What follows belongs to an exercise in optimizing a design on an open flow for small area and few clock cycles; a production flow would make more cautious choices. Only simulation tests tie the RTL to the original design; equivalence was not proved. The clock port is modelled as an ideal driver, which makes a skipped or thinned clock tree look cheaper than it is; a real chip needs a root buffer or a tree. Power figures rest on the tool's default switching activity, not on a simulated workload.

==> flow/design.v (excerpt) <==
module gxc16 (
    input  wire         clk,
    input  wire         rst,             
    input  wire         cmd_valid,
    output wire         cmd_ready,
    input  wire [127:0] cmd_word,
    output wire         rsp_valid,
    output wire [1:0]   rsp_status,
    output wire [15:0]  rsp_data,
    output wire [7:0]   rsp_errp,
    output wire         bus_req_valid,
    output wire [1:0]   bus_req_op,      
    output wire [7:0]   bus_req_reg,
    output wire [1:0]   bus_req_len,     
    output wire [15:0]  bus_req_wdata,   
    input  wire         bus_cpl_valid,
    input  wire         bus_cpl_err,
    input  wire [7:0]   bus_cpl_rdata,
    input  wire [7:0]   bus_cpl_errp
);
For scale: roughly 130 flip-flops, about 7300 um^2 of cells after synthesis.
Settings: LEC_CHECK=0, ABC_AREA=1, CAP_MARGIN=20, CORE_MARGIN=2, CORE_UTILIZATION=40, CTS_BUF_LIST=sky130_fd_sc_hd__clkbuf_8, SLEW_MARGIN=20; clock period 10.0 ns.
standard.sh (not shown) runs the stock make flow with config.mk's settings and CLKGATE_MAP_FILE= SYNTH_SCRIPT=/design/flow/synth_recipe.tcl, a recipe that flattens the netlist after the stock synthesis.
==> flow/flow/run.sh <==
#!/bin/bash
# The standard ORFS layout (standard.sh) with two changes:
#  - synthesis maps the logic with an area-only ABC script (flow/abc_area.script,
#    used through ABC_AREA=1); registers are mapped before ABC as usual;
#  - the port buffers use the smallest buffer cell;
#  - clock tree synthesis inserts no dummy loads.
set -euo pipefail
here=$(pwd)
rm -rf "$here/scripts_mod"
cp -r "$FLOW_HOME/scripts" "$here/scripts_mod"
cp "$here/flow/abc_area.script" "$here/scripts_mod/abc_area.script"
export BUFFER_PORTS_ARGS="-buffer_cell sky130_fd_sc_hd__buf_1"
export CTS_ARGS="-sink_clustering_enable -repair_clock_nets -dont_use_dummy_load -buf_list sky130_fd_sc_hd__clkbuf_8"
bash standard.sh SCRIPTS_DIR="$here/scripts_mod" finish > standard.log 2>&1
==> flow/flow/abc_area.script <==
&get -n
&st
&dc2
&dch -f
&nf -a
&put
strash
&get -n
&dc2
&dch -f
&nf -a
&put
topo
The baseline passed the timing, DRC and antenna checks.
Testbench counts at the start, summed over its fixed seeds: cycles 22,997.
Rerun with:
==> flow/flow/run.sh (replaced) <==
#!/bin/bash
# The standard ORFS layout (standard.sh) with two changes:
#  - synthesis maps the logic with an area-only ABC script (flow/abc_area.script,
#    used through ABC_AREA=1); registers are mapped before ABC as usual;
#  - the port buffers use the smallest buffer cell.
set -euo pipefail
here=$(pwd)
rm -rf "$here/scripts_mod"
cp -r "$FLOW_HOME/scripts" "$here/scripts_mod"
cp "$here/flow/abc_area.script" "$here/scripts_mod/abc_area.script"
export BUFFER_PORTS_ARGS="-buffer_cell sky130_fd_sc_hd__buf_1"
bash standard.sh SCRIPTS_DIR="$here/scripts_mod" finish > standard.log 2>&1
Outcome: Global-route usage rose by 0.18 points. Via count rises by about 0.7%. Critical path depth does not change. Design area goes up by 2.3%. Synthesized area stays the same. Power rose by about 16%. Wire length rises by 0.58%. Utilization increases by 1.1 points. Clock skew drops by 0.018 ns. Setup slack got worse by 0.0089 ns. Sequential share of layout area shrinks by 0.79 points.

run 1:
Another version of the RTL of gxc16 (not shown whole).
For scale: roughly 820 cells after synthesis, ~120 flip-flops, roughly 210 I/O pins, roughly 7100 um^2 of cells after synthesis.
clock: 10.0 ns
lec_check: 0
abc_area: 1
cap_margin: 20
core_margin: 2
core_utilization: 65
place_density: 0.75
slew_margin: 20
==> flow/flow/run.sh <==
#!/bin/bash
# The standard ORFS layout (standard.sh), run with a copy of the ORFS
# scripts that differs in three ways:
#  - synthesis maps the logic with an area-only ABC script (flow/abc_area.script,
#    used through ABC_AREA=1); registers are mapped before ABC as usual;
#  - the port buffers use the smallest buffer cell (buf_1);
#  - the clock tree is built by flow/manual_cts.tcl instead of TritonCTS: one
#    root buffer at the clock port's net, one leaf buffer per group of about 14
#    nearby flip-flops, the same two buffer levels to every register.
# Everything else, including timing repair after CTS, is ORFS's own step.
# Each tool's output is in standard.log and orfs/logs/.
set -euo pipefail
here=$(pwd)
rm -rf "$here/scripts_mod"
cp -r "$FLOW_HOME/scripts" "$here/scripts_mod"
cp "$here/flow/abc_area.script" "$here/scripts_mod/abc_area.script"
python3 - "$here/scripts_mod/cts.tcl" "$here/flow/manual_cts.tcl" <<'PY'
import sys
p, m = sys.argv[1], sys.argv[2]
s = open(p).read()
old = "log_cmd clock_tree_synthesis {*}$cts_args\n"
assert s.count(old) == 1
s = s.replace(old, "source {%s}\nmcts_build clk sky130_fd_sc_hd__clkbuf_8 sky130_fd_sc_hd__clkbuf_8 14\nset_propagated_clock [all_clocks]\n" % m)
open(p, "w").write(s)
PY
export BUFFER_PORTS_ARGS="-buffer_cell sky130_fd_sc_hd__buf_1"
bash standard.sh SCRIPTS_DIR="$here/scripts_mod" finish > standard.log 2>&1
Other scripts of this flow, unchanged in this note and not shown: flow/flow/abc_area.script, flow/flow/manual_cts.tcl
Run 1 ended with every stage complete and zero timing, DRC or antenna violations.
Testbench counts of run 1, summed over its fixed seeds: cycles 22,997.
> inputs changed (run 1 -> run 2)
diff --git a/flow/flow/run.sh b/flow/flow/run.sh
--- a/flow/flow/run.sh
+++ b/flow/flow/run.sh
@@ -7,3 +7,3 @@
 #  - the clock tree is built by flow/manual_cts.tcl instead of TritonCTS: one
-#    root buffer at the clock port's net, one leaf buffer per group of about 14
+#    root buffer at the clock port's net, one leaf buffer per group of about 12
 #    nearby flip-flops, the same two buffer levels to every register.
@@ -22,3 +22,3 @@
 assert s.count(old) == 1
-s = s.replace(old, "source {%s}\nmcts_build clk sky130_fd_sc_hd__clkbuf_8 sky130_fd_sc_hd__clkbuf_8 14\nset_propagated_clock [all_clocks]\n" % m)
+s = s.replace(old, "source {%s}\nmcts_build clk sky130_fd_sc_hd__clkbuf_8 sky130_fd_sc_hd__clkbuf_8 12\nset_propagated_clock [all_clocks]\n" % m)
 open(p, "w").write(s)
diff --git a/flow/config.mk b/flow/config.mk
--- a/flow/config.mk
+++ b/flow/config.mk
@@ -10,4 +10,3 @@
 export CORE_MARGIN = 2
-export CORE_UTILIZATION = 65
-export PLACE_DENSITY = 0.75
+export CORE_UTILIZATION = 40
 export SLEW_MARGIN = 20
==> comparison <==
Count of nets left with antenna violations after detail routing across run 2 and run 1: no real change. Summary of run 2 over run 1: overall via count from detail_route now smaller; fraction of area in multi-input gates went down; worst-case hold slack held steady; largest driver fanout on the critical path has decreased; fraction of area in registers has decreased. Between run 1 and run 2, the post-synthesis cell area does not differ in any meaningful way. Run 2 vs run 1, global-route met1 utilization went down by 19 points. On combinational cell fraction of total power, run 2 and run 1 are neck and neck. Run 1 has higher part of the power in registers than run 2.
What run 3 does differently from run 2 at the input level:
diff --git a/flow/config.mk b/flow/config.mk
--- a/flow/config.mk
+++ b/flow/config.mk
@@ -8,5 +8,5 @@
 export ABC_AREA = 1
-export CAP_MARGIN = 20
+export CAP_MARGIN = 0
 export CORE_MARGIN = 2
 export CORE_UTILIZATION = 40
-export SLEW_MARGIN = 20
+export SLEW_MARGIN = 0
--- outcome ---
[compare] base=run 2 new=run 3: maximum clock frequency now larger; total design power comparable; utilization after layout comparable. Run 3 against run 2; via count is down slightly. From run 2 to run 3 the numbers moved as follows: post-route clock period utilization decreased by 0.36 points relative to the old numbers, internal power closely matched the old numbers. Run 3 completed every stage of the flow, and the final layout passed the timing, DRC and antenna checks. Between run 2 and run 3, the design area does not differ in any meaningful way. Power density relative to cell area: run 3 vs run 2 — no meaningful difference. Taking run 2 as the reference, in run 3 met1 routed wirelength after detailed routing lower, total length of routed wires roughly the same.
Inputs modified between run 3 and run 4:
diff --git a/flow/flow/run.sh b/flow/flow/run.sh
--- a/flow/flow/run.sh
+++ b/flow/flow/run.sh
@@ -7,3 +7,3 @@
 #  - the clock tree is built by flow/manual_cts.tcl instead of TritonCTS: one
-#    root buffer at the clock port's net, one leaf buffer per group of about 12
+#    root buffer at the clock port's net, one leaf buffer per group of about 14
 #    nearby flip-flops, the same two buffer levels to every register.
@@ -22,3 +22,3 @@
 assert s.count(old) == 1
-s = s.replace(old, "source {%s}\nmcts_build clk sky130_fd_sc_hd__clkbuf_8 sky130_fd_sc_hd__clkbuf_8 12\nset_propagated_clock [all_clocks]\n" % m)
+s = s.replace(old, "source {%s}\nmcts_build clk sky130_fd_sc_hd__clkbuf_4 sky130_fd_sc_hd__clkbuf_8 9\nset_propagated_clock [all_clocks]\n" % m)
 open(p, "w").write(s)
diff --git a/flow/config.mk b/flow/config.mk
--- a/flow/config.mk
+++ b/flow/config.mk
@@ -8,5 +8,6 @@
 export ABC_AREA = 1
-export CAP_MARGIN = 0
+export CAP_MARGIN = 20
 export CORE_MARGIN = 2
-export CORE_UTILIZATION = 40
-export SLEW_MARGIN = 0
+export CORE_UTILIZATION = 65
+export PLACE_DENSITY = 0.75
+export SLEW_MARGIN = 20
==> comparison <==
Relative contribution of combinational cells to total power in run 4 is 0.3 points above run 3.
The highest ir drop seen on vdd number comes out lower for run 3 vs run 4.
On final core utilization, the lower figure sits with run 3, not run 4.
As far as total of cells resized after clock tree synthesis is concerned, run 4 and run 3 perform about the same.
When run 4 is set beside run 3, its fraction of power consumed by the clock network turns out to be 3.4 points smaller.
Changes observed in run 4 relative to run 3: final wirelength shrank by 9.6%, arrival time at the worst endpoint rose 0.22 ns.
Run 4 — total power 0.051 mW lower, run 3 as reference
Diff run 3 and run 4: combinational power higher in run 3
Compare run 3 and run 4 | critical path depth higher: run 3
No run of this note takes its clock network from TritonCTS; it comes from the design's own scripts or RTL.

==> afterwards: timing with drivers on the ports <==
No port has a modelled driver above. Below, the same layouts with a new extraction and two added sets of constraints. Step 1 (the two cells are an assumption about what drives the block):
set clk [get_ports {clk}]
set_driving_cell -lib_cell sky130_fd_sc_hd__clkbuf_16 $clk
set_driving_cell -lib_cell sky130_fd_sc_hd__buf_2 [delete_from_list [all_inputs] $clk]
Step 2, shift: input delay + t, output delay - t, t = (earliest + latest rising clock arrival at the registers) / 2. This alone moves slack from input paths to output paths. a / b / c = ideal / step 1 / step 2; a / b = the first two.
| run | t, ns | setup slack, ns | clock arrival spread, ns |
|---|---|---|---|
| the first run of note 1 | 0.485 | 5.136 / 5.150 / 4.664 | 0.033 / 0.033 |
| the second run of note 1 | 0.495 | 5.127 / 5.140 / 4.644 | 0.015 / 0.015 |
| run 1 | 0.441 | 4.668 / 4.629 / 5.070 | 0.023 / 0.024 |
| run 2 | 0.485 | 4.893 / 4.851 / 5.336 | 0.042 / 0.042 |
| run 3 | 0.487 | 4.929 / 4.888 / 5.374 | 0.041 / 0.041 |
| run 4 | 0.475 | 4.711 / 4.672 / 5.146 | 0.025 / 0.025 |
After both steps every run listed still meets setup and hold. The setup slack of the second run of note 1, which loses most, moves by +0.013 ns with the drivers and by -0.483 ns with both steps.
